Context: an optimization exercise on an open-source flow, tuned for small area, a short achievable clock period and few clock cycles per item. The choices shown serve that exercise and are no tape-out recipe. Where RTL was checked, it was by simulation tests only, not by an equivalence proof against the original. For runs 1, 2, 4 and 5, only the layout was checked, not whether the RTL still works. Power is estimated from default activity; no workload was simulated.

[design/flow/config.mk]
export PLATFORM = sky130hd
export DESIGN_NAME = wordcodec
export DESIGN_NICKNAME = wordcodec
export VERILOG_FILES = /design/flow/design.v
export SDC_FILE = /design/flow/constraint.sdc
export NUM_CORES = 4
export LEC_CHECK = 0
export CAP_MARGIN = 20
export CORE_MARGIN = 2
export CORE_UTILIZATION = 40
export SLEW_MARGIN = 20
[design/flow/design.v]
module wordcodec (
    input  wire        clk,
    input  wire        rst,         
    input  wire        reg_we,
    input  wire [5:0]  reg_addr,
    input  wire [31:0] reg_wdata,
    output reg  [31:0] reg_rdata,
    output wire        mem_req,
    output wire        mem_we,
    output wire [31:0] mem_addr,
    output wire [7:0]  mem_wdata,
    input  wire        mem_ready,
    input  wire [7:0]  mem_rdata,
    input  wire        mem_err
);
    localparam integer ROT  = 8;
    localparam integer CW   = 16;
    localparam integer KMAX = 16;
    localparam [31:0]  SEED = 32'h9E3779B9;
    localparam [5:0] A_ID = 6'h00, A_PARAM = 6'h01, A_CHUNK = 6'h02, A_KMAX = 6'h03,
                     A_CMD = 6'h04, A_STATUS = 6'h05, A_KEYLEN = 6'h06, A_KEYIDX = 6'h07,
                     A_KEYDATA = 6'h08, A_SRC = 6'h09, A_DST = 6'h0A, A_INLEN = 6'h0B,
                     A_OPA = 6'h0C, A_OPB = 6'h0D, A_RESULT = 6'h0E, A_CKSACC = 6'h0F,
                     A_CKSSTEP = 6'h10, A_DLEFT = 6'h11, A_INCNT = 6'h12, A_OUTCNT = 6'h13,
                     A_PLAIN = 6'h14, A_CHIDX = 6'h15, A_HB = 6'h16, A_HA = 6'h17,
                     A_SEED = 6'h18;
    localparam [1:0] ST_IDLE = 2'd0, ST_STREAM = 2'd1, ST_DONE = 2'd2, ST_ERROR = 2'd3;
    localparam [3:0] E_IO_IN = 4'd1, E_IO_OUT = 4'd3, E_INV_ARG = 4'd4, E_INV_KEY = 4'd5,
                     E_ILLEGAL = 4'd7, E_MALFORMED = 4'd8;
    localparam [2:0] P_IDLE = 3'd0, P_DIV = 3'd1, P_FIX = 3'd2, P_SER = 3'd3,
                     P_READ = 3'd4, P_WRITE = 3'd5, P_CHK = 3'd6;
    reg [4:0]  key_len;
    reg [31:0] key_idx;
    reg [31:0] src_addr, dst_addr, in_len;
    reg [31:0] opa, opb, result;
    reg [31:0] cks_acc, cks_step;
    reg [4:0]  cks_amt;            
    reg [31:0] data_left, in_count, out_count;
    reg [26:0] chunk_idx;          
    reg [4:0]  chunk_amt;          
    reg [31:0] hb_acc, ha_acc;
    reg [1:0]  state;
    reg [1:0]  last_run;
    reg        st_ok, st_err, st_integ, st_ovr;
    reg [3:0]  err_code;
    reg [2:0]  fbc;
    reg [2:0]  phase;
    reg [6:0]  cnt;                
    reg [6:0]  nbytes;             
    reg        final_c;
    reg [3:0]  widx;               
    reg [3:0]  kidx;               
    reg [31:0] facc;               
    reg [31:0] hb_new;             
    reg [23:0] asm_w;              
    reg [31:0] addr_a, addr_b;     
    reg [32*15-1:0] fq;            
    reg [14:0]      fv;
    function [31:0] inc32;
        input [31:0] a;
        integer b;
        reg c;
        begin
            c = 1'b1;
            for (b = 0; b < 32; b = b + 1) begin
                inc32[b] = a[b] ^ c;
                c = c & a[b];
            end
        end
    endfunction
    function [31:0] addsub7;
        input [31:0] a;
        input [6:0]  b;
        input        sub;
        integer k;
        reg c, bb;
        begin
            c = sub;
            for (k = 0; k < 32; k = k + 1) begin
                bb = ((k < 7) ? b[k] : 1'b0) ^ sub;
                addsub7[k] = a[k] ^ bb ^ c;
                c = (a[k] & bb) | (a[k] & c) | (bb & c);
            end
        end
    endfunction
    wire busy   = (state == ST_STREAM);
    wire is_dec = last_run[1];
    wire [31:0] status = {12'd0, last_run, state, 1'b0, fbc, err_code, 3'd0,
                          st_ovr, st_integ, st_err, st_ok, busy};
    wire [31:0] plain_len = is_dec ? out_count : in_count;
    wire        key_clr;
    wire        key_wr;
    wire [31:0] key_d = reg_wdata | {32{key_clr}};
    wire [32*16-1:0] key_flat;
    genvar g;
    generate
        for (g = 0; g < KMAX; g = g + 1) begin : kw
            reg [31:0] k;
            always @(posedge clk)
                if (key_clr || (key_wr && key_idx[3:0] == g))
                    k <= key_d;
            assign key_flat[32*g +: 32] = k;
        end
    endgenerate
    always @(*) begin
        case (reg_addr)
            A_ID:      reg_rdata = 32'h57434443;
            A_PARAM:   reg_rdata = ROT;
            A_CHUNK:   reg_rdata = CW;
            A_KMAX:    reg_rdata = KMAX;
            A_STATUS:  reg_rdata = status;
            A_KEYLEN:  reg_rdata = {27'd0, key_len};
            A_KEYIDX:  reg_rdata = key_idx;
            A_SRC:     reg_rdata = src_addr;
            A_DST:     reg_rdata = dst_addr;
            A_INLEN:   reg_rdata = in_len;
            A_OPA:     reg_rdata = opa;
            A_OPB:     reg_rdata = opb;
            A_RESULT:  reg_rdata = result;
            A_CKSACC:  reg_rdata = cks_acc;
            A_CKSSTEP: reg_rdata = cks_step;
            A_DLEFT:   reg_rdata = data_left;
            A_INCNT:   reg_rdata = in_count;
            A_OUTCNT:  reg_rdata = out_count;
            A_PLAIN:   reg_rdata = plain_len;
            A_CHIDX:   reg_rdata = {5'd0, chunk_idx};
            A_HB:      reg_rdata = hb_acc;
            A_HA:      reg_rdata = ha_acc;
            A_SEED:    reg_rdata = SEED;
            default:   reg_rdata = 32'd0;
        endcase
    end
    wire        wr_locked = (reg_addr == A_CMD || reg_addr == A_KEYLEN ||
                             reg_addr == A_KEYIDX || reg_addr == A_KEYDATA ||
                             reg_addr == A_SRC || reg_addr == A_DST ||
                             reg_addr == A_INLEN);
    wire        wr_drop   = reg_we && busy && wr_locked;
    wire        wr_ok     = reg_we && !(busy && wr_locked);
    wire        we_keylen = wr_ok && (reg_addr == A_KEYLEN);
    wire        we_keyidx = wr_ok && (reg_addr == A_KEYIDX);
    wire        we_keydat = wr_ok && (reg_addr == A_KEYDATA);
    wire        we_src    = wr_ok && (reg_addr == A_SRC);
    wire        we_dst    = wr_ok && (reg_addr == A_DST);
    wire        we_inlen  = wr_ok && (reg_addr == A_INLEN);
    wire        we_opa    = wr_ok && (reg_addr == A_OPA);
    wire        we_opb    = wr_ok && (reg_addr == A_OPB);
    wire        we_status = wr_ok && (reg_addr == A_STATUS);
    wire        wr_cmd    = wr_ok && (reg_addr == A_CMD);
    wire        cmd_illegal = (reg_wdata[31:4] != 28'd0) || reg_wdata[3];
    wire        cmd_ok    = wr_cmd && !cmd_illegal;
    wire        cmd_codec = cmd_ok && (reg_wdata[2:1] == 2'b00) && reg_wdata[0] ||
                            cmd_ok && (reg_wdata[2:0] == 3'd2);
    wire        cmd_init  = cmd_ok && (reg_wdata[2:0] == 3'd3);
    wire        cmd_feed  = cmd_ok && (reg_wdata[2:0] == 3'd4);
    wire        cmd_erase = cmd_ok && (reg_wdata[2:0] == 3'd5);
    wire        cmd_run   = cmd_ok && (reg_wdata[2:1] == 2'b11);
    wire        run_dec   = reg_wdata[0];
    wire        len_zero = (in_len == 32'd0);
    wire [15:0] hdiff    = {1'b0, src_addr[31:17]} - {1'b0, dst_addr[31:17]};
    wire        far      = (hdiff != 16'd0) && (hdiff != 16'd1) && (hdiff != 16'hFFFF);
    wire        e_key    = (key_len == 5'd0);
    wire        e_mal    = (in_len[5:0] != 6'd0) && (in_len[5:0] <= 6'd4);
    wire        c_pass   = (in_len[31:16] == 16'd0) && (src_addr[31:16] != 16'hFFFF) &&
                           (dst_addr[31:17] != 15'h7FFF) && far && !e_key && !(run_dec && e_mal);
    reg         ser_cu, ser_uz, ser_vz, ser_uo, ser_vo, ser_lsv, ser_ldu, ser_eq;
    reg  [1:0]  ser_cv;
    wire [5:0]  sbit     = cnt[5:0];
    wire        s_i      = !sbit[5] & src_addr[sbit[4:0]];
    wire        d_i      = !sbit[5] & dst_addr[sbit[4:0]];
    wire        l_i      = !sbit[5] & in_len[sbit[4:0]];
    wire [31:0] xq       = {3'd0, chunk_idx, 2'b00};
    wire        x_i      = (!sbit[5] & xq[sbit[4:0]]) ^ is_dec;    
    wire        u_i      = s_i ^ l_i ^ ser_cu;
    wire [2:0]  v_sum    = {2'b00, d_i} + {2'b00, l_i} + {2'b00, x_i} + {1'b0, ser_cv};
    wire        v_i      = v_sum[0];
    wire        ovl      = !len_zero & ser_lsv & ser_ldu;
    wire        d_err    = ser_eq | e_key | (is_dec & e_mal) | ser_uo | ser_vo | ovl;
    wire [3:0]  d_code   = ser_eq ? E_INV_ARG : e_key ? E_INV_KEY :
                           (is_dec & e_mal) ? E_MALFORMED : E_INV_ARG;
    wire        idle_ph  = (phase == P_IDLE);
    wire        div_ph   = (phase == P_DIV);
    wire        fix_ph   = (phase == P_FIX);
    wire        ser_ph   = (phase == P_SER);
    wire        in_read  = (phase == P_READ);
    wire        in_write = (phase == P_WRITE);
    wire [1:0]  pos      = cnt[1:0];
    wire [6:0]  div_rs   = {nbytes[5:0], data_left[31]};
    wire [6:0]  div_d    = is_dec ? 7'd64 : 7'd60;
    wire        div_ge   = (div_rs >= div_d);
    wire [6:0]  div_rem  = div_ge ? (div_rs - div_d) : div_rs;
    wire        rd_last  = (cnt == nbytes - 7'd1);
    wire        wdone    = (pos == 2'd3) | rd_last;
    wire [31:0] w_asm;
    assign w_asm[7:0]   = (pos == 2'd0) ? mem_rdata : asm_w[7:0];
    assign w_asm[15:8]  = (pos == 2'd1) ? mem_rdata : ((pos > 2'd1) ? asm_w[15:8] : 8'd0);
    assign w_asm[23:16] = (pos == 2'd2) ? mem_rdata : ((pos > 2'd2) ? asm_w[23:16] : 8'd0);
    assign w_asm[31:24] = (pos == 2'd3) ? mem_rdata : 8'd0;
    wire [31:0] kword    = key_flat[32*kidx +: 32];
    wire        lastw    = final_c & rd_last;
    wire [31:0] wk       = w_asm ^ kword;
    reg  [31:0] lmask;
    always @(*) begin
        case (pos)
            2'd0:    lmask = 32'h000000FF;
            2'd1:    lmask = 32'h0000FFFF;
            2'd2:    lmask = 32'h00FFFFFF;
            default: lmask = 32'hFFFFFFFF;
        endcase
    end
    wire [31:0] enc_w    = lastw ? wk : {wk[31-ROT:0], wk[31:32-ROT]};
    wire [31:0] dec_w    = lastw ? (wk & lmask) : ({w_asm[ROT-1:0], w_asm[31:ROT]} ^ kword);
    wire [31:0] push_w   = is_dec ? dec_w : enc_w;
    wire        hb_sel   = is_dec & (widx == 4'd0);
    wire [31:0] rot_a    = idle_ph ? cks_acc : (in_read & hb_sel) ? hb_acc : facc;
    wire [31:0] rot_b    = idle_ph ? opa : in_write ? ha_acc : (is_dec ? dec_w : w_asm);
    wire [4:0]  rot_amt  = idle_ph ? cks_amt : (in_read & !hb_sel) ? {1'b0, widx} : chunk_amt;
    wire [31:0] rx0      = rot_a ^ rot_b;
    wire [31:0] rx1      = rot_amt[0] ? {rx0[30:0], rx0[31]}    : rx0;
    wire [31:0] rx2      = rot_amt[1] ? {rx1[29:0], rx1[31:30]} : rx1;
    wire [31:0] rx3      = rot_amt[2] ? {rx2[27:0], rx2[31:28]} : rx2;
    wire [31:0] rx4      = rot_amt[3] ? {rx3[23:0], rx3[31:24]} : rx3;
    wire [31:0] rot_out  = rot_amt[4] ? {rx4[15:0], rx4[31:16]} : rx4;
    wire        s0       = !is_dec & (cnt[6:2] == 5'd0);
    wire [6:0]  ob_m1    = is_dec ? (nbytes - 7'd5) : (nbytes + 7'd3);
    wire [6:0]  ob_len   = is_dec ? (nbytes - 7'd4) : (nbytes + 7'd4);
    wire [31:0] a_inc    = inc32(addr_a);
    wire [31:0] ci_inc   = inc32({5'd0, chunk_idx});
    wire        wr_last  = (cnt == ob_m1);
    wire [31:0] s0_z     = facc ^ key_flat[31:0];
    wire [31:0] s0_word  = {s0_z[31-ROT:0], s0_z[31:32-ROT]};
    wire [31:0] out_word = s0 ? s0_word : fq[31:0];
    reg  [7:0]  out_byte;
    always @(*) begin
        case (pos)
            2'd0:    out_byte = out_word[7:0];
            2'd1:    out_byte = out_word[15:8];
            2'd2:    out_byte = out_word[23:16];
            default: out_byte = out_word[31:24];
        endcase
    end
    assign mem_req   = in_read | (in_write & (s0 | fv[0]));
    assign mem_we    = in_write;
    assign mem_addr  = addr_a;
    assign mem_wdata = out_byte;
    wire acc_ok   = mem_req & mem_ready & !mem_err;
    wire acc_err  = mem_req & mem_ready & mem_err;
    wire rd_acc   = in_read & acc_ok;
    wire wr_acc   = in_write & acc_ok;
    wire push     = rd_acc & wdone & !hb_sel;
    wire pop      = wr_acc & !s0 & ((pos == 2'd3) | wr_last);
    wire rd_end   = rd_acc & rd_last;
    wire commit   = wr_acc & wr_last;
    wire finish   = commit & final_c;
    wire next_ck  = commit & !final_c;
    wire chk_ph    = (phase == P_CHK);
    wire start     = (cmd_run & c_pass) | (chk_ph & !d_err);
    wire start_dec = chk_ph ? is_dec : run_dec;
    wire start_go  = start & !len_zero;
    wire start_fin = start & len_zero;
    wire run_err   = (chk_ph & d_err) | (acc_err & (in_read | in_write));
    wire [3:0] run_code = in_read ? E_IO_IN : in_write ? E_IO_OUT : d_code;
    wire run_end   = run_err | finish | start_fin;
    assign key_clr = rst | cmd_erase | run_end;
    assign key_wr  = we_keydat & (key_idx[31:4] == 28'd0);
    wire [31:0] dl_next  = addsub7(data_left, nbytes, 1'b1);
    wire [31:0] su_len   = start ? in_len : dl_next;
    wire        su_dec   = start ? start_dec : is_dec;
    wire        su_final = (su_len[31:7] == 25'd0) && (su_dec ? (su_len[6:0] <= 7'd64) : (su_len[6:0] <= 7'd60));
    wire [6:0]  su_nb    = su_final ? su_len[6:0] : (su_dec ? 7'd64 : 7'd60);
    wire        kl_one   = (key_len == 5'd1);
    wire        chunk_go = start_go | next_ck;
    always @(posedge clk) begin
        if (rst | we_src)   src_addr <= rst ? 32'd0 : reg_wdata;
        if (rst | we_dst)   dst_addr <= rst ? 32'd0 : reg_wdata;
        if (rst | we_inlen) in_len   <= rst ? 32'd0 : reg_wdata;
        if (rst | we_opa)   opa      <= rst ? 32'd0 : reg_wdata;
        if (rst | we_opb)   opb      <= rst ? 32'd0 : reg_wdata;
        if (rst | cmd_codec)
            result <= rst ? 32'd0 :
                      reg_wdata[0] ? {opa[31-ROT:0] ^ opb[31-ROT:0], opa[31:32-ROT] ^ opb[31:32-ROT]}
                                   : ({opa[ROT-1:0], opa[31:ROT]} ^ opb);
        if (rst | cmd_init | cmd_feed) begin
            cks_acc  <= (rst | cmd_init) ? SEED : rot_out;
            cks_step <= (rst | cmd_init) ? 32'd0 : inc32(cks_step);
            cks_amt  <= (rst | cmd_init | cks_step == 32'hFFFFFFFF || cks_amt == 5'd31) ? 5'd1
                                                                                       : cks_amt + 5'd1;
        end
        if (key_clr | we_keylen)
            key_len <= key_clr ? 5'd0 : ((reg_wdata[31:5] != 27'd0) || (reg_wdata[4] && reg_wdata[3:0] != 4'd0)) ? 5'd16 : reg_wdata[4:0];
        if (key_clr | we_keyidx | we_keydat)
            key_idx <= key_clr ? 32'd0 : we_keyidx ? reg_wdata : inc32(key_idx);
    end
    always @(posedge clk) begin
        if (rst | cmd_run | div_ph | chk_ph | commit)
            data_left <= (rst | div_ph) ? {data_left[30:0], 1'b0} & {32{~rst}} :
                         (cmd_run | chk_ph) ? in_len : dl_next;
        if (rst | cmd_run | commit) begin
            in_count  <= (rst | cmd_run) ? 32'd0 : addsub7(in_count, nbytes, 1'b0);
            out_count <= (rst | cmd_run) ? 32'd0 : addsub7(out_count, ob_len, 1'b0);
        end
        if (rst | cmd_run | div_ph | chk_ph | commit | (fix_ph & nbytes != 7'd0))
            chunk_idx <= (rst | cmd_run | chk_ph) ? 27'd0 :
                         div_ph ? {chunk_idx[25:0], div_ge} : ci_inc[26:0];
        if (rst | cmd_run | commit)
            chunk_amt <= (rst | cmd_run | chunk_amt == 5'd31) ? 5'd1 : chunk_amt + 5'd1;
        if (rst | cmd_run | (commit & is_dec)) begin
            hb_acc <= (rst | cmd_run) ? SEED : hb_new;
            ha_acc <= (rst | cmd_run) ? SEED : rot_out;
        end
    end
    always @(posedge clk) begin
        if (rst) begin
            state    <= ST_IDLE;
            last_run <= 2'd0;
            st_ok    <= 1'b0;
            st_err   <= 1'b0;
            st_integ <= 1'b0;
            st_ovr   <= 1'b0;
            err_code <= 4'd0;
            fbc      <= 3'd0;
        end else begin
            if (wr_drop)
                st_ovr <= 1'b1;
            else if (we_status && reg_wdata[4])
                st_ovr <= 1'b0;
            if (wr_cmd) begin
                st_ok    <= cmd_ok & !cmd_run;
                st_err   <= !cmd_ok;
                err_code <= cmd_ok ? 4'd0 : E_ILLEGAL;
            end
            if (cmd_run) begin
                last_run <= run_dec ? 2'd2 : 2'd1;
                fbc      <= 3'd0;
                st_integ <= 1'b0;
                state    <= ST_STREAM;
            end
            if (run_err) begin
                st_err   <= 1'b1;
                err_code <= run_code;
                state    <= ST_ERROR;
            end
            if (start_fin) begin
                st_ok    <= 1'b1;
                st_integ <= start_dec;
                state    <= ST_DONE;
            end
            if (finish) begin
                fbc      <= (nbytes[1:0] == 2'd0) ? 3'd4 : {1'b0, nbytes[1:0]};
                st_integ <= is_dec & (hb_new == rot_out);
                st_ok    <= 1'b1;
                state    <= ST_DONE;
            end
        end
    end
    always @(posedge clk) begin
        if (rst) begin
            phase <= P_IDLE;
        end else if (run_end) begin
            phase <= P_IDLE;
        end else if (cmd_run & !c_pass) begin
            phase <= P_DIV;
        end else if (div_ph & (cnt[4:0] == 5'd31)) begin
            phase <= P_FIX;
        end else if (fix_ph) begin
            phase <= P_SER;
        end else if (ser_ph & (cnt[5:0] == 6'd33)) begin
            phase <= P_CHK;
        end else if (chunk_go) begin
            phase <= P_READ;
        end else if (rd_end) begin
            phase <= P_WRITE;
        end
    end
    always @(posedge clk) begin
        if (cmd_run | fix_ph | chunk_go | rd_end | div_ph | ser_ph | rd_acc | wr_acc)
            cnt <= (cmd_run | fix_ph | chunk_go | rd_end) ? 7'd0 : cnt + 7'd1;
        if (cmd_run | div_ph | chunk_go) begin
            nbytes  <= chunk_go ? su_nb : div_ph ? div_rem : 7'd0;
            final_c <= su_final;
        end
        if (chunk_go | (rd_acc & wdone)) begin
            widx <= chunk_go ? {3'd0, !su_dec} : widx + 4'd1;
            kidx <= chunk_go ? {3'd0, !(su_dec | kl_one)} :
                    ({1'b0, kidx} + 5'd1 == key_len) ? 4'd0 : kidx + 4'd1;
        end
        if (chunk_go | (rd_acc & wdone & !hb_sel))
            facc <= chunk_go ? SEED : rot_out;
        if (rd_acc & wdone & hb_sel)
            hb_new <= rot_out;
        if (rd_acc & (pos == 2'd0)) asm_w[7:0]   <= mem_rdata;
        if (rd_acc & (pos == 2'd1)) asm_w[15:8]  <= mem_rdata;
        if (rd_acc & (pos == 2'd2)) asm_w[23:16] <= mem_rdata;
        if (start_go | rd_end | next_ck | rd_acc | wr_acc)
            addr_a <= start_go ? src_addr : (rd_end | next_ck) ? addr_b : a_inc;
        if (start_go | rd_end | next_ck)
            addr_b <= start_go ? dst_addr : a_inc;
    end
    generate
        for (g = 0; g < 14; g = g + 1) begin : fqw
            always @(posedge clk)
                if (pop | !fv[g])
                    fq[32*g +: 32] <= fq[32*(g+1) +: 32];
        end
    endgenerate
    always @(posedge clk)
        if (push)
            fq[32*14 +: 32] <= push_w;
    always @(posedge clk) begin
        if (fix_ph) begin
            ser_cu  <= 1'b0;
            ser_cv  <= {1'b0, is_dec};
            ser_uz  <= 1'b0;
            ser_vz  <= 1'b0;
            ser_lsv <= 1'b0;
            ser_ldu <= 1'b0;
            ser_eq  <= 1'b1;
        end else if (ser_ph) begin
            ser_cu <= (s_i & l_i) | (s_i & ser_cu) | (l_i & ser_cu);
            ser_cv <= v_sum[2:1];
            if (!sbit[5]) begin
                ser_uz <= ser_uz | u_i;
                ser_vz <= ser_vz | v_i;
            end
            if (sbit == 6'd32) begin
                ser_uo <= u_i & ser_uz;
                ser_vo <= v_i & ser_vz;
            end
            if (sbit == 6'd33)
                ser_vo <= v_i | ser_vo;
            if (s_i != v_i) ser_lsv <= v_i;
            if (d_i != u_i) ser_ldu <= u_i;
            if (s_i != d_i) ser_eq  <= 1'b0;
        end
    end
    integer i;
    always @(posedge clk) begin
        if (rst || idle_ph) begin
            fv <= 15'd0;
        end else if (pop) begin
            fv <= {1'b0, fv[14:1]};
        end else begin
            fv[0] <= fv[0] | fv[1];
            for (i = 1; i < 14; i = i + 1)
                fv[i] <= fv[i] ? fv[i - 1] : fv[i + 1];
            fv[14] <= push | (fv[14] & fv[13]);
        end
    end
endmodule
[design/flow/constraint.sdc]
create_clock -name core_clock -period 12.0 [get_ports {clk}]
set_input_delay 2.4000 -clock core_clock [delete_from_list [all_inputs] [get_ports {clk}]]
set_output_delay 2.4000 -clock core_clock [all_outputs]
set_load 0.01 [all_outputs]
[design/flow/run.sh]
#!/bin/bash
# synth_recipe.tcl (not shown) runs the flow's synth.tcl, then flattens the netlist and writes it again
# the make line also repeats each setting of config.mk as NAME=value (left out here)
make -C /OpenROAD-flow-scripts/flow DESIGN_CONFIG=/design/flow/config.mk WORK_HOME=/design/flow/orfs CLKGATE_MAP_FILE= SYNTH_SCRIPT=/design/flow/synth_recipe.tcl finish
==> out/results.ini, run 1 <==
[status]
status=timing/DRC/antenna clean

[sta]
rsz0062_at_grt=false
timing.fmax_mhz=103
fin_tns_setup_ns=0
finalHoldViolations=0
max_slew_margin=0.104
holdWs_ns=0.395
setup_viol=0
slew_viol_final=0
period_share=0.808
period_minus_slack_ns=9.69
fin_skew_ns=0.0559
tightestPinTransition_ns=1.34

[yosys]
synthesis.nets=6877
netlist-cell-type-count=112
ys_warn_count=1
synth_edf_count=1660
synth_async_sr_flop_share=0
ys_seq_elements=1700
avgSynthCellArea_sq_um=12.8
synthCells=6572
syn_area_sq_um=83800
yosys_most_used_dff=edfxtp_1
seq_area_frac_synth=0.604

[detailed_routing]
wl_met3_microns=45200
drt_pass1_iterations=11
dr_total_vias=61800
drcViolationCount=0
wl_met2_microns=147000
wirelength_microns=352000
wl_met1_microns=141000
via_per_inst=6.42
ant_nets=0
highest_layer=met5
dr.first_iter.drc_count=10800
wl_per_cell_microns=36.6

[job]
drv_cap=0

[power]
power_mw=16.7
p_leak_nw=33.6
power_density_nw_per_um2=175
irDropWorstVdd_mv=0.187

[finish]
layout-area-overhead-vs-synth_pct=13.3
largest_reg_flops=512
drive_gt1_frac=0.115
final_nets=6951
fillers=19000
reg_top3=kw.k x512, fq x480
fin_util=0.454
mostFrequentLayoutCells=edfxtp_1, nand2_1, nor2_1, a21oi_1, ha_1
top_register=kw.k
final_common_cell=edfxtp_1

[critical_path]
path_buf_inv=3
cp_max_fo=32
critPathLaunchType=input pin
cp_top_family=simple AND/OR/NAND/NOR gates
cpMostUsedCell=nand2_1
slowest_delay_ns=0.99
endpoint_kind=register
arrival_ns=10.16
required_ns=12.47
crit_slowest_cell=nor4b_2
worstSetupPathType=in -> reg
crit_chain=clkdlybuf4s50_1 -> inv_1 -> nand2_1 -> o21ai_0 -> nand4b_1 -> nand2_1 -> nor3_2 -> and3b_1 -> nand3_1 -> nor4b_2 -> o21ai_0 -> nand2_1 -> nor2_1 -> nand2_1 -> a31oi_4 -> buf_4 -> nand2_2

[grt]
grt_pass1_vias=57200
antenna_found_initial=33
grt_usage=0.324
overflow=0
grt_pass1_wl_microns=475000
grt_max_degree=108

[cts]
clk_pin_slew_ns=0.06
cts_sinks=1700
tritoncts=yes
clkLatencyLatePin_ns=0.88
cts-root-buf=clkbuf_16
post-cts-setup-buffers=0
cts-resized-gates=0
cts_max_level=4
cts_buffer_depth=3
cts_hold_buf=0
cts_buffers=183

[floorplan]
die_h_microns=462
row_count=168
core_sq_um=209000
ios=125
die-area_sq_um=213000
start_util=0.401
die_w_microns=462

[placement]
port_buffers=124
gp_congestion=1.09
dp_hpwl_microns=262000

[hold_path]
hold_class=reg -> reg

==> final cells by class <==
type                    instances  area (sq um)  area share
flip-flops and latches       1700         50700       0.533
multi-input cells            4288         31200       0.329
clock buffers                 225          4760      0.0501
well taps                    2805          3510      0.0370
repair buffers                320          2800      0.0295
clock inverters               114          1430      0.0150
inverters                     153           574     0.00605
diodes                         12          30.0    0.000316
==> path summary, 6_finish.rpt <==
path                          startpoint  slack [ns]               endpoint  depth (start not counted)
setup / recovery             reg_addr[2]        2.31  kw[2].k[24]$_DFFE_PP_                         17
hold / removal         fq[269]$_DFFE_PP_        0.39      fq[237]$_DFFE_PP_                          0
setup reg to reg  src_addr[17]$_DFFE_PP_        3.08  kw[2].k[24]$_DFFE_PP_                         19
hold reg to reg        fq[269]$_DFFE_PP_        0.39      fq[237]$_DFFE_PP_                          0
==> report_power, final <==
part / total [mW] / switching (mW) / internal, mW
Sequential: 7.36 / 0.460 / 6.90
Combinational: 3.48 / 2.43 / 1.05
Clock: 5.82 / 2.50 / 3.31
==> per-stage QoR <==
stage / setup slack (ns) / std cells / instance area [sq um]
detailed placement: 1.41 / 9262 / 88600
CTS: 2.33 / 9601 / 94800
finish: 2.31 / 9617 / 94900
global route: 2.12 / 9606 / 94900
floorplan: 3.84 / 6572 / 83800
global placement: 1.74 / 9258 / 88600
==> cells in the mapped netlist, drive strengths merged (65+ instances only) <==
cell | instances | share of area
mux4 | 131 | 0.035
nand4 | 86 | 0.0064
nand3 | 128 | 0.0077
a222oi | 70 | 0.0084
nor2 | 439 | 0.020
and2 | 141 | 0.011
o211ai | 65 | 0.0061
a22oi | 145 | 0.013
nand2 | 673 | 0.030
xnor2 | 153 | 0.016
xor2 | 119 | 0.012
a211oi | 86 | 0.0082
inv | 152 | 0.0068
clkbuf | 317 | 0.014
o21ai | 208 | 0.012
a221oi | 81 | 0.0085
edfxtp | 1660 | 0.59
buf | 114 | 0.0078
ha | 230 | 0.034
a21oi | 314 | 0.019
mux2i | 187 | 0.022
nor3 | 97 | 0.0058
==> layer usage <==
layer / GRT usage / up-vias
met1: 0.447 / 31300
met4: 0.146 / 14
met2: 0.464 / 4141
met5: 0 / -
met3: 0.106 / 692
li1: - / 25600
==> cells by family after synthesis <==
group | after synthesis | synth area share
mux | 344 | 0.0611
buf+inv | 584 | 0.0288
xor+xnor | 273 | 0.0287
flops | 1700 | 0.604
compound gates | 1466 | 0.125
simple gates | 1951 | 0.112
fa+ha+maj | 254 | 0.0401
==> run 2, diff against run 1 <==
--- a/design/flow/design.v
+++ b/design/flow/design.v
@@ -54,3 +54,2 @@
     reg [31:0] hb_new;             
-    reg [23:0] asm_w;              
     reg [31:0] addr_a, addr_b;     
@@ -61,9 +60,5 @@
         integer b;
-        reg c;
         begin
-            c = 1'b1;
-            for (b = 0; b < 32; b = b + 1) begin
-                inc32[b] = a[b] ^ c;
-                c = c & a[b];
-            end
+            for (b = 0; b < 32; b = b + 1)
+                inc32[b] = a[b] ^ ((b == 0) ? 1'b1 : &(a | ~((32'd1 << b) - 32'd1)));
         end
@@ -74,11 +69,11 @@
         input        sub;
+        reg   [7:0]  lo;
+        reg   [24:0] hi, m;
         integer k;
-        reg c, bb;
         begin
-            c = sub;
-            for (k = 0; k < 32; k = k + 1) begin
-                bb = ((k < 7) ? b[k] : 1'b0) ^ sub;
-                addsub7[k] = a[k] ^ bb ^ c;
-                c = (a[k] & bb) | (a[k] & c) | (bb & c);
-            end
+            lo = sub ? ({1'b0, a[6:0]} - {1'b0, b}) : ({1'b0, a[6:0]} + {1'b0, b});
+            hi = a[31:7] ^ {25{sub}};
+            for (k = 0; k < 25; k = k + 1)
+                m[k] = lo[7] & ((k == 0) ? 1'b1 : &(hi | ~((25'd1 << k) - 25'd1)));
+            addsub7 = {a[31:7] ^ m, lo[6:0]};
         end
@@ -186,2 +181,4 @@
     wire [1:0]  pos      = cnt[1:0];
+    reg         fpend;             
+    reg  [1:0]  fpos;              
     wire [6:0]  div_rs   = {nbytes[5:0], data_left[31]};
@@ -192,26 +189,25 @@
     wire        wdone    = (pos == 2'd3) | rd_last;
-    wire [31:0] w_asm;
-    assign w_asm[7:0]   = (pos == 2'd0) ? mem_rdata : asm_w[7:0];
-    assign w_asm[15:8]  = (pos == 2'd1) ? mem_rdata : ((pos > 2'd1) ? asm_w[15:8] : 8'd0);
-    assign w_asm[23:16] = (pos == 2'd2) ? mem_rdata : ((pos > 2'd2) ? asm_w[23:16] : 8'd0);
-    assign w_asm[31:24] = (pos == 2'd3) ? mem_rdata : 8'd0;
+    wire        rd_lastw = final_c & (cnt[6:2] == nb_m1[6:2]);
+    wire        slot0    = is_dec & (widx == 4'd15);      
+    wire [31:0] ftail    = fq[32*14 +: 32];
+    wire        olast    = final_c & (cnt[6:2] == ob_m1[6:2]);
+    wire [1:0]  bsel     = (in_read ? rd_lastw : olast) ? pos : pos - 2'd1;
     wire [31:0] kword    = key_flat[32*kidx +: 32];
-    wire        lastw    = final_c & rd_last;
-    wire [31:0] wk       = w_asm ^ kword;
-    reg  [31:0] lmask;
+    wire [7:0]  kbyte    = kword[8*bsel +: 8];
+    wire [7:0]  rd_byte  = mem_rdata ^ (is_dec ? kbyte : 8'd0);
+    wire [1:0]  rd_lane  = is_dec ? bsel : pos;
+    reg  [31:0] fmask;
     always @(*) begin
-        case (pos)
-            2'd0:    lmask = 32'h000000FF;
-            2'd1:    lmask = 32'h0000FFFF;
-            2'd2:    lmask = 32'h00FFFFFF;
-            default: lmask = 32'hFFFFFFFF;
+        case (fpos)
+            2'd0:    fmask = 32'h000000FF;
+            2'd1:    fmask = 32'h0000FFFF;
+            2'd2:    fmask = 32'h00FFFFFF;
+            default: fmask = 32'hFFFFFFFF;
         endcase
     end
-    wire [31:0] enc_w    = lastw ? wk : {wk[31-ROT:0], wk[31:32-ROT]};
-    wire [31:0] dec_w    = lastw ? (wk & lmask) : ({w_asm[ROT-1:0], w_asm[31:ROT]} ^ kword);
-    wire [31:0] push_w   = is_dec ? dec_w : enc_w;
-    wire        hb_sel   = is_dec & (widx == 4'd0);
-    wire [31:0] rot_a    = idle_ph ? cks_acc : (in_read & hb_sel) ? hb_acc : facc;
-    wire [31:0] rot_b    = idle_ph ? opa : in_write ? ha_acc : (is_dec ? dec_w : w_asm);
-    wire [4:0]  rot_amt  = idle_ph ? cks_amt : (in_read & !hb_sel) ? {1'b0, widx} : chunk_amt;
+    wire [31:0] fword    = ftail & fmask;
+    wire        fhb      = is_dec & (widx == 4'd0);
+    wire [31:0] rot_a    = idle_ph ? cks_acc : (fpend & fhb) ? hb_acc : facc;
+    wire [31:0] rot_b    = idle_ph ? opa : fpend ? fword : ha_acc;
+    wire [4:0]  rot_amt  = idle_ph ? cks_amt : (fpend & !fhb) ? {1'b0, widx} : chunk_amt;
     wire [31:0] rx0      = rot_a ^ rot_b;
@@ -223,2 +219,3 @@
     wire        s0       = !is_dec & (cnt[6:2] == 5'd0);
+    wire [6:0]  nb_m1    = nbytes - 7'd1;
     wire [6:0]  ob_m1    = is_dec ? (nbytes - 7'd5) : (nbytes + 7'd3);
@@ -228,15 +225,7 @@
     wire        wr_last  = (cnt == ob_m1);
-    wire [31:0] s0_z     = facc ^ key_flat[31:0];
-    wire [31:0] s0_word  = {s0_z[31-ROT:0], s0_z[31:32-ROT]};
-    wire [31:0] out_word = s0 ? s0_word : fq[31:0];
-    reg  [7:0]  out_byte;
-    always @(*) begin
-        case (pos)
-            2'd0:    out_byte = out_word[7:0];
-            2'd1:    out_byte = out_word[15:8];
-            2'd2:    out_byte = out_word[23:16];
-            default: out_byte = out_word[31:24];
-        endcase
-    end
-    assign mem_req   = in_read | (in_write & (s0 | fv[0]));
+    wire [31:0] out_word = s0 ? (fpend ? rot_out : facc) : fq[31:0];
+    wire [1:0]  oidx     = is_dec ? pos : bsel;
+    wire [7:0]  out_byte = out_word[8*oidx +: 8] ^ (is_dec ? 8'd0 : kbyte);
+    wire        wr_hold  = fpend & is_dec & wr_last;
+    assign mem_req   = in_read | (in_write & (s0 | fv[0]) & !wr_hold);
     assign mem_we    = in_write;
@@ -247,4 +236,5 @@
     wire rd_acc   = in_read & acc_ok;
+    wire done_w   = rd_acc & wdone;
     wire wr_acc   = in_write & acc_ok;
-    wire push     = rd_acc & wdone & !hb_sel;
+    wire push     = done_w & !slot0;
     wire pop      = wr_acc & !s0 & ((pos == 2'd3) | wr_last);
@@ -265,6 +255,10 @@
     wire [31:0] dl_next  = addsub7(data_left, nbytes, 1'b1);
-    wire [31:0] su_len   = start ? in_len : dl_next;
+    wire [6:0]  dl_lo    = data_left[6:0] - nbytes;
     wire        su_dec   = start ? start_dec : is_dec;
-    wire        su_final = (su_len[31:7] == 25'd0) && (su_dec ? (su_len[6:0] <= 7'd64) : (su_len[6:0] <= 7'd60));
-    wire [6:0]  su_nb    = su_final ? su_len[6:0] : (su_dec ? 7'd64 : 7'd60);
+    wire        su_final = start ? ((in_len[31:7] == 25'd0) &&
+                                    (su_dec ? (in_len[6:0] <= 7'd64) : (in_len[6:0] <= 7'd60)))
+                                 : ((data_left[31:8] == 24'd0) &&
+                                    (su_dec ? (data_left[7:0] <= 8'd128) : (data_left[7:0] <= 8'd120)));
+    wire [6:0]  su_len7  = start ? in_len[6:0] : dl_lo;
+    wire [6:0]  su_nb    = su_final ? su_len7 : (su_dec ? 7'd64 : 7'd60);
     wire        kl_one   = (key_len == 5'd1);
@@ -380,14 +374,14 @@
         end
-        if (chunk_go | (rd_acc & wdone)) begin
-            widx <= chunk_go ? {3'd0, !su_dec} : widx + 4'd1;
-            kidx <= chunk_go ? {3'd0, !(su_dec | kl_one)} :
+        if (chunk_go | done_w)
+            widx <= chunk_go ? (su_dec ? 4'd15 : 4'd0) : widx + 4'd1;
+        if (chunk_go | rd_end | done_w | (wr_acc & ((pos == 2'd3) | wr_last)))
+            kidx <= (chunk_go | rd_end) ? 4'd0 :
                     ({1'b0, kidx} + 5'd1 == key_len) ? 4'd0 : kidx + 4'd1;
-        end
-        if (chunk_go | (rd_acc & wdone & !hb_sel))
+        if (chunk_go | (fpend & !fhb))
             facc <= chunk_go ? SEED : rot_out;
-        if (rd_acc & wdone & hb_sel)
+        if (fpend & fhb)
             hb_new <= rot_out;
-        if (rd_acc & (pos == 2'd0)) asm_w[7:0]   <= mem_rdata;
-        if (rd_acc & (pos == 2'd1)) asm_w[15:8]  <= mem_rdata;
-        if (rd_acc & (pos == 2'd2)) asm_w[23:16] <= mem_rdata;
+        fpend <= done_w & !rst;
+        if (done_w)
+            fpos <= pos;
         if (start_go | rd_end | next_ck | rd_acc | wr_acc)
@@ -404,5 +398,9 @@
     endgenerate
-    always @(posedge clk)
-        if (push)
-            fq[32*14 +: 32] <= push_w;
+    generate
+        for (g = 0; g < 4; g = g + 1) begin : ftl
+            always @(posedge clk)
+                if (rd_acc && rd_lane == g)
+                    fq[32*14 + 8*g +: 8] <= rd_byte;
+        end
+    endgenerate
     always @(posedge clk) begin
--- a/design/flow/config.mk
+++ b/design/flow/config.mk
@@ -7,5 +7,7 @@
 export LEC_CHECK = 0
+export ABC_CLOCK_PERIOD_IN_PS = 6000
 export CAP_MARGIN = 20
 export CORE_MARGIN = 2
-export CORE_UTILIZATION = 40
+export CORE_UTILIZATION = 50
+export SETUP_SLACK_MARGIN = 5
 export SLEW_MARGIN = 20
==> run 2 against run 1 <==
  * Still clean
  * Die area is 25% lower
  * Clock power is 8.1% lower
  * Total power is 14% lower
  * Clock skew hardly changed
  * Non-clock buffer count is 124 higher
  * Synthesized area is 7.0% lower
  * Core utilization is 14 points higher
  * Flip-flop and latch count is 21 lower
  * Critical path type is now reg -> out
==> out/results.ini, run 2 <==
[yosys]
netlist-cell-type-count=112
synth-xor-area-share=0.0397
yosys.area.top_type_share=0.631
synth_async_sr_flop_share=0
synth_top_family_by_area=simple AND/OR/NAND/NOR gates
syn_area_sq_um=78000
seq_area_frac_synth=0.641
ys_seq_elements=1679
synthSimpleGateAreaFrac=0.104
synth_most_common_cell=edfxtp_1
yosys.area_share.adder=0.0155
synth_area_leaders=edfxtp_1, mux4_2, nor2_1
synth_edf_count=1638
avgSynthCellArea_sq_um=13.7
synthesis.nets=5847
yosys_most_used_dff=edfxtp_1
synthCells=5705
synth_compound_area_frac=0.101
muxShareOfSynthArea=0.0754
ys_warn_count=1
synth_common_cells=edfxtp_1, nor2_1, nand2_1
yosysTopAreaCell=edfxtp_1

[detailed_routing]
dr_total_vias=54100
ant_nets=0
wl_per_cell_microns=33.4
dr.first_iter.drc_count=8002
drt_pass1_iterations=9
drcViolationCount=0
wirelength_microns=274000
via_per_inst=6.59

[grt]
overflow=0
grt_pass1_vias=49700
grt_pass1_wl_microns=379000
grt_usage=0.338
grt_max_degree=131
antenna_found_initial=14

[sta]
fin_skew_ns=0.0557
rsz0062_at_grt=true
holdWs_ns=0.396
period_minus_slack_ns=7.54
max_slew_margin=0.234
fin_tns_setup_ns=0
timing.fmax_mhz=133
tightestPinTransition_ns=1.15
finalHoldViolations=0
worst_slack_ns=4.46
period_share=0.629
slew_viol_final=0
setup_viol=0

[finish]
mostFrequentLayoutCells=edfxtp_1, nor2_1, nand2_1, buf_4, a21oi_1
fillers=12100
layout-area-overhead-vs-synth_pct=17.3
final_common_cell=edfxtp_1
drive_gt1_frac=0.195
reg_top3=kw.k x512, fq x480
final_nets=6142
top_register=kw.k
fin_area_sq_um=91500
fin_util=0.592
layoutNonFillerInstCount=8199
largest_reg_flops=512

[floorplan]
row_count=144
ios=125
core_sq_um=154000
die-area_sq_um=159000
die_h_microns=399
die_w_microns=399
start_util=0.505

[critical_path]
worstSetupPathType=reg -> out
critPathLaunchType=register
endpoint_kind=output pin
required_ns=9.60
arrival_ns=5.14
cp_max_fo=17

[placement]
dp.cells=7690
gp_congestion=1.02
dp_hpwl_microns=185000
placedInstanceArea_sq_um=81800
dp_slack_ns=2.20
port_buffers=124

[power]
irDropWorstVdd_mv=0.142
p_leak_nw=31.5
power_density_nw_per_um2=157
power_mw=14.3

[cts]
cts_max_level=4
cts_sinks=1679
clkLatencyLatePin_ns=0.82
cts_buffer_depth=3
clk_pin_slew_ns=0.06
tritoncts=yes
cts-root-buf=clkbuf_16
cts_buffers=174

[hold_path]
hold_class=reg -> reg

[job]
drv_cap=0

[status]
status=timing/DRC/antenna clean

run 2: timing repair:
item	CTS	global route
pin swaps	102	60
setup endpoints to repair	95	34
resized for setup	461	134
hold buffers	0	0
setup buffers	109	44
cloned	18	5
hold endpoints to repair	0	0
run 2: kinds of logic (layout without fill, tap and decap cells):
group	count (synthesis)	in the layout
other	0	10
buffers and inverters	447	881
DFF	1679	1679
and+or+nand+nor	1650	1655
muxes	364	364
AOI/OAI and AO/OA	1123	1123
adders and majority gates	91	91
xor gates and xnor gates	351	352
run 2: report_power, final:
| part | switching [mW] | total [mW] | internal [mW] |
|---|---|---|---|
| clock network | 2.38 | 5.35 | 2.98 |
| registers | 0.301 | 7.02 | 6.72 |
| logic | 1.23 | 1.95 | 0.721 |
| total | 3.91 | 14.3 | 10.4 |
run 2: cell type report:
class,instances,area [sq um],area share
Antenna cell,10,25.0,0.000274
Clock buffer,215,4580,0.0501
Clock inverter,106,1060,0.0116
Inverter,116,449,0.00491
Multi-Input combinational cell,3585,28100,0.308
Sequential cell,1679,50000,0.547
Tap cell,2044,2560,0.0280
Timing Repair Buffer,444,4620,0.0505
run 2: routing by layer:
metal	wire [microns]	track usage
met1	106000	0.465
met2	117000	0.488
met3	35700	0.113
met4	15000	0.152
met5	61	0
run 2: path summary, 6_finish.rpt:
check                                             from                     end  slack [ns]  cells after the start
worst min register to register       fq[301]$_DFFE_PP_       fq[269]$_DFFE_PP_        0.40                      0
worst max register to register  dst_addr[23]$_DFFE_PP_  kw[12].k[25]$_DFFE_PP_        5.91                     16
worst min-delay path                 fq[301]$_DFFE_PP_       fq[269]$_DFFE_PP_        0.40                      0
worst max-delay path                 widx[0]$_DFFE_PP_            mem_wdata[0]        4.46                     19
run 2: critical path: stages, from the launching register on:
cell and delay, ns:
edfxtp_1 0.42, inv_2 0.10, ha_4 0.19, nor3b_4 0.28, buf_12 0.20, buf_4 0.13, nand3_1 0.10, a211o_1 0.30
nand3_1 0.22, o22ai_2 0.15, mux2_4 0.30, mux2i_2 0.20, o22ai_2 0.12, a221oi_4 0.34, inv_2 0.09, mux4_2 0.53
nand3_2 0.13, nand3_4 0.12, xor2_4 0.23, buf_2 0.18
==> run 3, diff against run 2 <==
--- a/design/flow/design.v
+++ b/design/flow/design.v
@@ -57,2 +57,3 @@
     reg [14:0]      fv;
+    localparam integer JP = 2;
     function [31:0] inc32;
@@ -182,2 +183,3 @@
     reg         fpend;             
+    reg  [6:0]  obm1_r;            
     reg  [1:0]  fpos;              
@@ -192,3 +194,3 @@
     wire [31:0] ftail    = fq[32*14 +: 32];
-    wire        olast    = final_c & (cnt[6:2] == ob_m1[6:2]);
+    wire        olast    = final_c & (cnt[6:2] == obm1_r[6:2]);
     wire [1:0]  bsel     = (in_read ? rd_lastw : olast) ? pos : pos - 2'd1;
@@ -220,3 +222,2 @@
     wire [6:0]  nb_m1    = nbytes - 7'd1;
-    wire [6:0]  ob_m1    = is_dec ? (nbytes - 7'd5) : (nbytes + 7'd3);
     wire [6:0]  ob_len   = is_dec ? (nbytes - 7'd4) : (nbytes + 7'd4);
@@ -224,7 +225,7 @@
     wire [31:0] ci_inc   = inc32({5'd0, chunk_idx});
-    wire        wr_last  = (cnt == ob_m1);
-    wire [31:0] out_word = s0 ? (fpend ? rot_out : facc) : fq[31:0];
+    wire        wr_last  = (cnt == obm1_r);
+    wire [31:0] out_word = s0 ? facc : fq[31:0];
     wire [1:0]  oidx     = is_dec ? pos : bsel;
     wire [7:0]  out_byte = out_word[8*oidx +: 8] ^ (is_dec ? 8'd0 : kbyte);
-    wire        wr_hold  = fpend & is_dec & wr_last;
+    wire        wr_hold  = fpend & (s0 | wr_last);
     assign mem_req   = in_read | (in_write & (s0 | fv[0]) & !wr_hold);
@@ -384,2 +385,4 @@
         fpend <= done_w & !rst;
+        if (chunk_go)
+            obm1_r <= su_dec ? (su_nb - 7'd5) : (su_nb + 7'd3);
         if (done_w)
@@ -395,3 +398,3 @@
                 if (pop | !fv[g])
-                    fq[32*g +: 32] <= fq[32*(g+1) +: 32];
+                    fq[32*g +: 32] <= (g == JP && jumpj) ? ftail : fq[32*(g+1) +: 32];
         end
@@ -432,2 +435,3 @@
     end
+    wire jumpj = !pop & fv[14] & (fv[13:JP] == 0);
     integer i;
@@ -441,3 +445,4 @@
             for (i = 1; i < 14; i = i + 1)
-                fv[i] <= fv[i] ? fv[i - 1] : fv[i + 1];
+                fv[i] <= fv[i] ? fv[i - 1] : (i == 13) ? (fv[14] & !jumpj) :
+                         (i == JP) ? (fv[i + 1] | jumpj) : fv[i + 1];
             fv[14] <= push | (fv[14] & fv[13]);
--- a/design/flow/config.mk
+++ b/design/flow/config.mk
@@ -7,3 +7,2 @@
 export LEC_CHECK = 0
-export ABC_CLOCK_PERIOD_IN_PS = 6000
 export CAP_MARGIN = 20
@@ -11,2 +10,4 @@
 export CORE_UTILIZATION = 50
+export CTS_CLUSTER_DIAMETER = 80
+export CTS_CLUSTER_SIZE = 25
 export SETUP_SLACK_MARGIN = 5
==> run 3 against run 2 <==
  * Synthesized area shrank 0.11%
  * Highest routed layer unchanged
  * Global-route usage grew 1.5 points
  * Wire length grew 4.1%
  * Sequential power is essentially flat
  * Flip-flop and latch count grew 7
  * Core utilization shrank 2.9 points
  * Cell count shrank 4.2%
  * Largest power group unchanged
==> out/results.ini, run 3 <==
[grt]
overflow=0
grt_pass1_vias=48700
grt_pass1_wl_microns=389000
antenna_found_initial=25
grt_usage=0.354
grt_max_degree=131

[critical_path]
worstRegToRegCells=16
r2r_setup_slack_ns=5.18
worst_r2r_startpoint=phase[0]$_SDFFE_PP0P_
endpoint_kind=output pin
crit_slowest_cell=nand4_1
required_ns=9.60
critPathCapture=reg_rdata[20]
cp_max_fo=32
crit_start=reg_addr[5]
slowest_delay_ns=0.50
arrival_ns=4.80
critPathLaunchType=input pin
r2r-end=st_integ$_SDFFE_PP0P_
worstSetupPathType=in -> out
crit_chain=clkbuf_4 -> nand2b_4 -> nor4_2 -> bufbuf_16 -> nand2_1 -> o21ai_0 -> a221oi_1 -> nand4_1 -> a21o_1 -> dlygate4sd2_1

[placement]
gp_congestion=1.06
dp_hpwl_microns=198000
port_buffers=124

[yosys]
synth_area_leaders=edfxtp_1, mux4_2, mux2i_1
ys_seq_elements=1686
yosysTopAreaCell=edfxtp_1
synth-xor-area-share=0.0406
yosys.area_share.adder=0.0158
avgSynthCellArea_sq_um=13.9
synth_top_family_by_area=simple AND/OR/NAND/NOR gates
ys_warn_count=1
synth_compound_area_frac=0.0839
muxShareOfSynthArea=0.0918
synth_edf_count=1645
seq_area_frac_synth=0.645
syn_area_sq_um=77900
synth_async_sr_flop_share=0
synth_most_common_cell=edfxtp_1
synthCells=5589
synthesis.nets=5733
synth_common_cells=edfxtp_1, nand2_1, nor2_1
synthSimpleGateAreaFrac=0.101
netlist-cell-type-count=96
yosys.area.top_type_share=0.634
yosys_most_used_dff=edfxtp_1

[detailed_routing]
dr.first_iter.drc_count=7594
via_per_inst=6.64
dr_total_vias=52200
highest_layer=met5
wl_met1_microns=113000
wl_per_cell_microns=36.3
ant_nets=0
wl_met2_microns=123000
drt_pass1_iterations=9
wl_met3_microns=31400
drcViolationCount=0
wirelength_microns=285000

[cts]
cts-root-buf=clkbuf_16
clkLatencyLatePin_ns=0.79
tritoncts=yes
clk_pin_slew_ns=0.09
cts_max_level=3
cts_sinks=1686
cts_buffer_depth=3
cts_buffers=99
cts_hold_buf=0

[finish]
drive_gt1_frac=0.141
final_nets=5886
layout-area-overhead-vs-synth_pct=11.6
reg_top3=kw.k x512, fq x480
final_common_cell=edfxtp_1
multi_input_area_sq_um=26600
seqCellArea_sq_um=50200
fin_util=0.563
largest_reg_flops=512
top_register=kw.k
fillers=12300
mostFrequentLayoutCells=edfxtp_1, nor2_1, nand2_1, mux4_2, xnor2_1

[sta]
fin_skew_ns=0.0496
max_slew_margin=0.117
rsz0062_at_grt=true
period_share=0.600
period_minus_slack_ns=7.20
slew_viol_final=0
timing.fmax_mhz=139
setup_viol=0
tightestPinTransition_ns=1.32
fin_tns_setup_ns=0
finalHoldViolations=0

[power]
power_density_nw_per_um2=139
irDropWorstVdd_mv=0.146
p_leak_nw=29.2
power_mw=12.1

[floorplan]
start_util=0.504
core_sq_um=154000
ios=125
die_h_microns=399
row_count=144
die_w_microns=399
die-area_sq_um=159000

[hold_path]
hold_class=reg -> reg

[job]
drv_cap=0

[status]
status=timing/DRC/antenna clean

-- run 3: changes by cell type after synthesis, sizes merged, moves of 19 or more --
cell | previous run | this run
xnor2 | 172 | 201
nand3 | 179 | 136
mux2 | 84 | 44
nand2 | 438 | 458
xor2 | 179 | 160
mux2i | 113 | 180
nor3 | 53 | 82
a221oi | 51 | 76
mux4 | 167 | 215
a22oi | 143 | 48
o211ai | 44 | 23
o22ai | 52 | 13
-- run 3: worst min path at each step --
stage / start / endpoint / cells after the start
2_1_floorplan: fq[32]$_DFFE_PP_ / fq[0]$_DFFE_PP_ / 0
3_3_place_gp: fq[276]$_DFFE_PP_ / fq[244]$_DFFE_PP_ / 0
3_5_place_dp: fq[139]$_DFFE_PP_ / fq[107]$_DFFE_PP_ / 0
4_1_cts: fq[90]$_DFFE_PP_ / fq[58]$_DFFE_PP_ / 0
5_1_grt: fq[426]$_DFFE_PP_ / fq[394]$_DFFE_PP_ / 0
6_report: fq[260]$_DFFE_PP_ / fq[228]$_DFFE_PP_ / 0
-- run 3: what timing repair did --
| action | CTS | global route |
|---|---|---|
| gates resized for setup | 178 | 73 |
| endpoints found under the setup margin | 64 | 811 |
| setup buffers | 33 | 40 |
| pin swaps | 27 | 30 |
| gates cloned | 7 | 8 |
-- run 3: power by group --
part           leakage, nW  switching, mW  internal, mW  total (mW)
Clock                 1.63           2.18          1.72        3.89
Combinational         11.9          0.776         0.415        1.19
Sequential            15.7          0.327          6.67        7.00
-- run 3: cells by family (layout without fill, tap and decap cells) --
logic type,after synthesis,after routing
AO/OA/AOI/OAI,955,955
adder cells (fa/ha/maj),93,93
AND/OR/NAND/NOR,1620,1621
flip-flops,1686,1686
XOR/XNOR,361,361
other,0,5
multiplexers,439,441
buffers and inverters,435,650
-- run 3: layout make-up --
class | count | area share
clock buffer | 107 | 0.0290
sequential | 1686 | 0.578
tap | 2044 | 0.0294
multi-input combinational | 3471 | 0.307
clock inverter | 59 | 0.00999
antenna | 5 | 0.000144
timing repair buffer | 358 | 0.0415
inverter | 126 | 0.00553
-- run 3: metal layers --
| metal | up-vias | global-route usage |
|---|---|---|
| met5 | - | 0 |
| met4 | 14 | 0.178 |
| met3 | 681 | 0.0969 |
| met2 | 3026 | 0.517 |
| met1 | 26600 | 0.488 |
| li1 | 21800 | - |
-- run 3: worst max-delay path: cells and delay by family --
kind | cells | cell delay (ns)
compound gates | 3 | 0.66
buf+inv | 3 | 0.79
simple gates | 4 | 0.88
-- run 3: metrics by stage --
stage / setup WS [ns] / hold slack, ns / std cells / area [sq um]
2_1_floorplan: 5.24 / 0.400 / 5589 / 77900
4_1_cts: 4.85 / 0.407 / 7802 / 86100
5_1_grt: 4.79 / 0.414 / 7852 / 86900
6_report: 4.80 / 0.419 / 7856 / 86900
3_5_place_dp: 3.59 / 0.405 / 7596 / 81800
3_3_place_gp: 3.64 / 0.400 / 7596 / 81800
Testbench counts of run 3, summed over its fixed seeds: cycles 73,658, bytes 33,832.
==> run 4, diff against run 3 <==
--- a/design/flow/design.v
+++ b/design/flow/design.v
@@ -184,2 +184,3 @@
     reg  [6:0]  obm1_r;            
+    reg  [6:0]  nbm1_r;            
     reg  [1:0]  fpos;              
@@ -189,5 +190,5 @@
     wire [6:0]  div_rem  = div_ge ? (div_rs - div_d) : div_rs;
-    wire        rd_last  = (cnt == nbytes - 7'd1);
+    wire        rd_last  = (cnt == nbm1_r);
     wire        wdone    = (pos == 2'd3) | rd_last;
-    wire        rd_lastw = final_c & (cnt[6:2] == nb_m1[6:2]);
+    wire        rd_lastw = final_c & (cnt[6:2] == nbm1_r[6:2]);
     wire        slot0    = is_dec & (widx == 4'd15);      
@@ -221,3 +222,2 @@
     wire        s0       = !is_dec & (cnt[6:2] == 5'd0);
-    wire [6:0]  nb_m1    = nbytes - 7'd1;
     wire [6:0]  ob_len   = is_dec ? (nbytes - 7'd4) : (nbytes + 7'd4);
@@ -385,4 +385,6 @@
         fpend <= done_w & !rst;
-        if (chunk_go)
+        if (chunk_go) begin
             obm1_r <= su_dec ? (su_nb - 7'd5) : (su_nb + 7'd3);
+            nbm1_r <= su_nb - 7'd1;
+        end
         if (done_w)
--- a/design/flow/config.mk
+++ b/design/flow/config.mk
@@ -9,3 +9,3 @@
 export CORE_MARGIN = 2
-export CORE_UTILIZATION = 50
+export CORE_UTILIZATION = 60
 export CTS_CLUSTER_DIAMETER = 80
==> run 4 against run 3 <==
  * Die area shrank 16%
  * Clock skew grew 0.0054 ns
  * Flip-flop and latch count grew 5
  * Clock-buffer cell count shrank 7
  * Critical path depth grew 1
  * Register-to-register slack gained 0.16 ns
  * Clock power shrank 12%
  * Maximum frequency grew 0.46%
  * Sequential share of layout area grew 0.85 points
  * Setup slack gained 0.033 ns
  * Core utilization grew 10 points
  * Still clean on timing, DRC and antenna
==> out/results.ini, run 4 <==
[detailed_routing]
wirelength_microns=286000
dr_total_vias=54300
via_per_inst=7.17
drt_pass1_iterations=8
ant_nets=0
drcViolationCount=0
dr.first_iter.drc_count=9824
wl_per_cell_microns=37.7

[yosys]
yosys.area.top_type_share=0.632
yosysTopAreaCell=edfxtp_1
seq_area_frac_synth=0.643
avgSynthCellArea_sq_um=13.7
synthCells=5699
synth_most_common_cell=edfxtp_1
synth_common_cells=edfxtp_1, nor2_1, nand2_1
ys_warn_count=1
netlist-cell-type-count=98
synthesis.nets=5843
synth_area_leaders=edfxtp_1, mux4_2, nor2_1
synth_edf_count=1650
syn_area_sq_um=78300
ys_seq_elements=1691
synth_async_sr_flop_share=0
yosys_most_used_dff=edfxtp_1

[critical_path]
worstSetupPathType=in -> out
required_ns=9.60
endpoint_kind=output pin
worst_r2r_startpoint=src_addr[18]$_DFFE_PP_
r2r_setup_slack_ns=5.34
cp_max_fo=11
r2r-end=kw[0].k[20]$_DFFE_PP_
worstRegToRegCells=16
critPathLaunchType=input pin
arrival_ns=4.77

[finish]
final_nets=5921
drive_gt1_frac=0.131
fin_util=0.663
seqCellArea_sq_um=50400
largest_reg_flops=512
mostFrequentLayoutCells=edfxtp_1, nor2_1, nand2_1, a21oi_1, mux4_2
final_common_cell=edfxtp_1
layout-area-overhead-vs-synth_pct=9.65
multi_input_area_sq_um=26900
reg_top3=kw.k x512, fq x480
top_register=kw.k
fin_area_sq_um=85900
fillers=9116

[power]
power_mw=14.1
intPower_mw=9.42
netSwitchingFraction=0.332
p_comb_frac=0.228
power_density_nw_per_um2=164
p_leak_nw=29.4
p_seq_frac=0.529
clock_power_share=0.242
irDropWorstVdd_mv=0.135
power_switching_mw=4.67

[sta]
finalHoldViolations=0
holdWs_ns=0.404
timing.fmax_mhz=140
tightestPinTransition_ns=1.26
fin_skew_ns=0.0550
slew_viol_final=0
period_minus_slack_ns=7.17
max_slew_margin=0.151
fin_tns_setup_ns=0
setup_viol=0
period_share=0.597
rsz0062_at_grt=true

[floorplan]
start_util=0.605
die-area_sq_um=133000
die_h_microns=365
row_count=132
ios=125
die_w_microns=365
core_sq_um=129000

[hold_path]
min-delay-start=fq[166]$_DFFE_PP_
whs_path_depth=0
min_to=fq[134]$_DFFE_PP_
hold_class=reg -> reg

[cts]
cts_max_level=3
cts_sinks=1691
cts-root-buf=clkbuf_16
clk_pin_slew_ns=0.11
clkLatencyLatePin_ns=0.77
cts_buffers=87
cts_buffer_depth=3
tritoncts=yes

[placement]
port_buffers=124
gp_congestion=1.08
dp_hpwl_microns=200000
placedInstanceArea_sq_um=81600

[grt]
antenna_found_initial=22
grt_usage=0.425
grt_pass1_vias=50000
grt_max_degree=86
grt_pass1_wl_microns=390000
overflow=0

[status]
status=timing/DRC/antenna clean

[job]
drv_cap=0

run 4: power groups by stage:
stage               Clock, mW  Sequential [mW]  Combinational (mW)
finish                   3.41             7.46                3.22
global route             3.60             7.43                3.36
CTS                      3.41             7.40                3.07
detailed placement          0             7.54                3.01
global placement            0             7.53                2.97
floorplan                   0             7.19                1.91
run 4: per-layer routing:
layer,global-route usage,share of wire
met5,0,0.00057
met4,0.220,0.063
met3,0.129,0.14
met2,0.606,0.43
met1,0.594,0.37
run 4: layout make-up:
| class | instances | share of cell area |
|---|---|---|
| clock buffer | 100 | 0.0263 |
| tap | 1742 | 0.0254 |
| timing repair buffer | 316 | 0.0374 |
| multi-input combinational | 3553 | 0.314 |
| clock inverter | 31 | 0.00502 |
| sequential | 1691 | 0.586 |
| antenna | 10 | 0.000291 |
| inverter | 128 | 0.00567 |
run 4: cell families after synthesis:
logic type,after synthesis,share of synthesized area
AO/OA/AOI/OAI,1047,0.0917
XOR/XNOR,357,0.0400
adder cells (fa/ha/maj),93,0.0157
buffers and inverters,457,0.0245
flip-flops,1691,0.643
multiplexers,380,0.0835
AND/OR/NAND/NOR,1674,0.102
run 4: worst max-delay path: stages:
cell and delay [ns]:
buf_8 0.14, nand2b_4 0.16, or2_4 0.15, nor3b_4 0.06, buf_6 0.15, buf_12 0.14
a22o_1 0.23, a221oi_2 0.19, nand4_1 0.45, a211o_1 0.45, clkdlybuf4s15_2 0.23
run 4: worst max-delay path by stage:
stage / startpoint / endpoint / slack [ns] / cells after the start
finish: reg_addr[3] / reg_rdata[22] / 4.83 / 11
global route: reg_addr[3] / reg_rdata[22] / 4.81 / 11
CTS: reg_addr[5] / reg_rdata[30] / 4.83 / 10
detailed placement: reg_addr[1] / reg_rdata[15] / 3.50 / 10
global placement: reg_addr[1] / reg_rdata[15] / 3.54 / 10
floorplan: reg_addr[2] / reg_rdata[3] / 5.13 / 10
run 4: timing repair:
action	CTS	global route
setup endpoints to repair	602	1114
pin swaps	26	29
setup buffers	32	31
hold buffers	0	0
cloned	8	3
gates resized for setup	175	79
run 4: metrics by stage:
stage          cells  worst slack [ns]
3_5_place_dp    7353              3.50
6_report        7571              4.83
3_3_place_gp    7349              3.54
2_1_floorplan   5699              5.13
5_1_grt         7561              4.81
4_1_cts         7524              4.83
==> run 5, diff against run 4 <==
==> design/flow/flow/run.sh (new file) <==
#!/bin/bash
set -euo pipefail
bash standard.sh SETUP_SLACK_MARGIN=6 finish > standard_flow.log 2>&1
==> design/flow/standard.sh (new file) <==
#!/bin/bash
# synth_recipe.tcl (not shown) runs the flow's synth.tcl, then flattens the netlist and writes it again
# the make line also repeats each setting of config.mk as NAME=value (left out here)
make -C /OpenROAD-flow-scripts/flow DESIGN_CONFIG=/design/flow/config.mk WORK_HOME=/design/flow/orfs CLKGATE_MAP_FILE= SYNTH_SCRIPT=/design/flow/synth_recipe.tcl "${@:-finish}"
--- a/design/flow/config.mk
+++ b/design/flow/config.mk
@@ -12,3 +12,2 @@
 export CTS_CLUSTER_SIZE = 25
-export SETUP_SLACK_MARGIN = 5
 export SLEW_MARGIN = 20
removed: design/flow/run.sh
==> run 5 against run 4 <==
  * Cell count up 1.6%
  * Combinational power up 4%
  * Total power up 1.5%
  * Maximum frequency up 1.5%
  * Register-to-register slack better by 0.61 ns
  * Synthesized cell count unchanged
  * Clock power up 3%
  * Sequential share of layout area down 1.6 points
  * Non-clock buffer count up 102
  * Still clean on timing, DRC and antenna
  * Cell area up 2.8%
  * Sequential power about the same
  * Critical path depth down 1
==> out/results.ini, run 5 <==
[status]
status=timing/DRC/antenna clean

[sta]
setup_viol=0
slew_viol_final=0
tightestPinTransition_ns=1.25
period_minus_slack_ns=7.06
timing.fmax_mhz=142
holdWs_ns=0.385
fin_skew_ns=0.0548
fin_tns_setup_ns=0
finalHoldViolations=0
period_share=0.588
max_slew_margin=0.164
rsz0062_at_grt=true
worst_slack_ns=4.94

[critical_path]
critPathLaunchType=input pin
required_ns=9.60
worstSetupPathType=in -> out
cp_max_fo=31
arrival_ns=4.66
endpoint_kind=output pin
r2r_setup_slack_ns=5.95

[power]
intPower_mw=9.54
power_density_nw_per_um2=162
p_comb_frac=0.234
p_seq_frac=0.521
irDropWorstVdd_mv=0.169
clock_power_share=0.245
netSwitchingFraction=0.333
p_leak_nw=30.3
power_switching_mw=4.76

[yosys]
yosysTopAreaCell=edfxtp_1
synthesis.nets=5843
seq_area_frac_synth=0.643
synth_async_sr_flop_share=0
ys_warn_count=1
ys_seq_elements=1691
syn_area_sq_um=78300
synth_edf_count=1650
avgSynthCellArea_sq_um=13.7
netlist-cell-type-count=98
synth_most_common_cell=edfxtp_1
synth_common_cells=edfxtp_1, nor2_1, nand2_1
synth_area_leaders=edfxtp_1, mux4_2, nor2_1
yosys_most_used_dff=edfxtp_1
synthCells=5699
yosys.area.top_type_share=0.632

[finish]
drive_gt1_frac=0.170
layout-area-overhead-vs-synth_pct=12.7
final_nets=6025
largest_reg_flops=512
reg_top3=kw.k x512, fq x480
mostFrequentLayoutCells=edfxtp_1, nor2_1, nand2_1, mux4_2, a21oi_1
final_common_cell=edfxtp_1
top_register=kw.k
layoutNonFillerInstCount=7689
fin_area_sq_um=88300

[floorplan]
row_count=132
ios=125
die_w_microns=365
die-area_sq_um=133000
core_sq_um=129000
start_util=0.605
die_h_microns=365

[detailed_routing]
dr_total_vias=56100
drcViolationCount=0
wl_per_cell_microns=38.9
drt_pass1_iterations=10
wirelength_microns=299000
ant_nets=0
via_per_inst=7.29
dr.first_iter.drc_count=10600

[grt]
grt_util_met3=0.158
grt_max_degree=77
grt_usage=0.445
grt-busiest-layer=met2
use_met1=0.608
grt_pass1_wl_microns=406000
grtUsageMet2=0.636
overflow=0
grt_pass1_vias=51000
antenna_found_initial=27

[cts]
cts_buffers=88
cts_buffer_depth=3
cts_max_level=3
cts_sinks=1691
cts-root-buf=clkbuf_16
clkLatencyLatePin_ns=0.79
clk_pin_slew_ns=0.09
tritoncts=yes

[hold_path]
hold_class=reg -> reg

[placement]
dp.cells=7354
port_buffers=124
placedInstanceArea_sq_um=81800
dp_hpwl_microns=203000
dp_slack_ns=3.38
gp_congestion=1.08

[job]
drv_cap=0

-- run 5: cell types whose count changed in the layout (fill, tap and decap cells not counted), moves of 25 or more --
cell	before	now
clkdlybuf4s50_1	79	50
buf_6	17	58
buf_12	18	43
buf_4	144	175
-- run 5: path summary, 6_finish.rpt --
| path | startpoint | to | cells past startpoint |
|---|---|---|---|
| worst min-delay path | fq[189]$_DFFE_PP_ | fq[157]$_DFFE_PP_ | 0 |
| worst max register to register | src_addr[18]$_DFFE_PP_ | kw[4].k[28]$_DFFE_PP_ | 17 |
| worst max-delay path | reg_addr[3] | reg_rdata[6] | 10 |
| worst min register to register | fq[189]$_DFFE_PP_ | fq[157]$_DFFE_PP_ | 0 |
-- run 5: kinds of logic after synthesis --
group,after synthesis,synth area share
AO/OA/AOI/OAI,1047,0.0917
AND/OR/NAND/NOR,1674,0.102
adder cells (fa/ha/maj),93,0.0157
XOR/XNOR,357,0.0400
flip-flops,1691,0.643
buffers and inverters,457,0.0245
multiplexers,380,0.0835
-- run 5: per-stage QoR --
stage	power, mW	utilization
floorplan	9.12	-
global placement	10.5	0.632
detailed placement	10.5	0.632
CTS	14.0	0.674
global route	14.6	0.682
finish	14.3	0.682
-- run 5: timing repair --
| action | 4_1_cts | 5_1_grt |
|---|---|---|
| buffers inserted | 102 | 50 |
| pin swaps | 69 | 72 |
| setup endpoints to repair | 1748 | 1075 |
| hold buffers | 0 | 0 |
| gates cloned | 23 | 3 |
| gates resized for setup | 481 | 130 |
-- run 5: final cells by class --
cell class	instances	area, sq um
flip-flops and latches	1691	50400
well taps	1742	2180
inverters	128	499
repair buffers	418	4670
multi-input cells	3554	27700
clock inverters	31	499
diodes	16	40.0
clock buffers	109	2330
fillers	8746	41100
-- run 5: power by group through the flow --
stage	logic, mW	clock network, mW	registers, mW
final	3.34	3.51	7.45
after global routing	3.47	3.67	7.42
after CTS	3.13	3.50	7.40
after detailed placement	2.98	0	7.54
after global placement	2.95	0	7.53
after floorplan	1.93	0	7.19
-- run 5: worst max-delay path, stage by stage --
cell	delay (ns)
buf_16	0.12
buf_12	0.12
nand2_4	0.11
nor2_2	0.07
buf_12	0.19
a22o_1	0.27
a221oi_2	0.21
nand4_1	0.52
a211o_1	0.47
buf_6	0.14
-- run 5: metal layers --
| layer | wire length, microns | share of wire |
|---|---|---|
| met3 | 42700 | 0.14 |
| met2 | 127000 | 0.43 |
| met1 | 109000 | 0.36 |
| met5 | 770 | 0.0026 |
| met4 | 19300 | 0.064 |

Setup slack of run 5, layout unchanged: 4.940 ns with ideal ports, 4.863 ns with driving cells assumed (clock clkbuf_16, inputs buf_2), 4.863 ns with port delays also shifted by the 0.849 ns mid clock arrival.
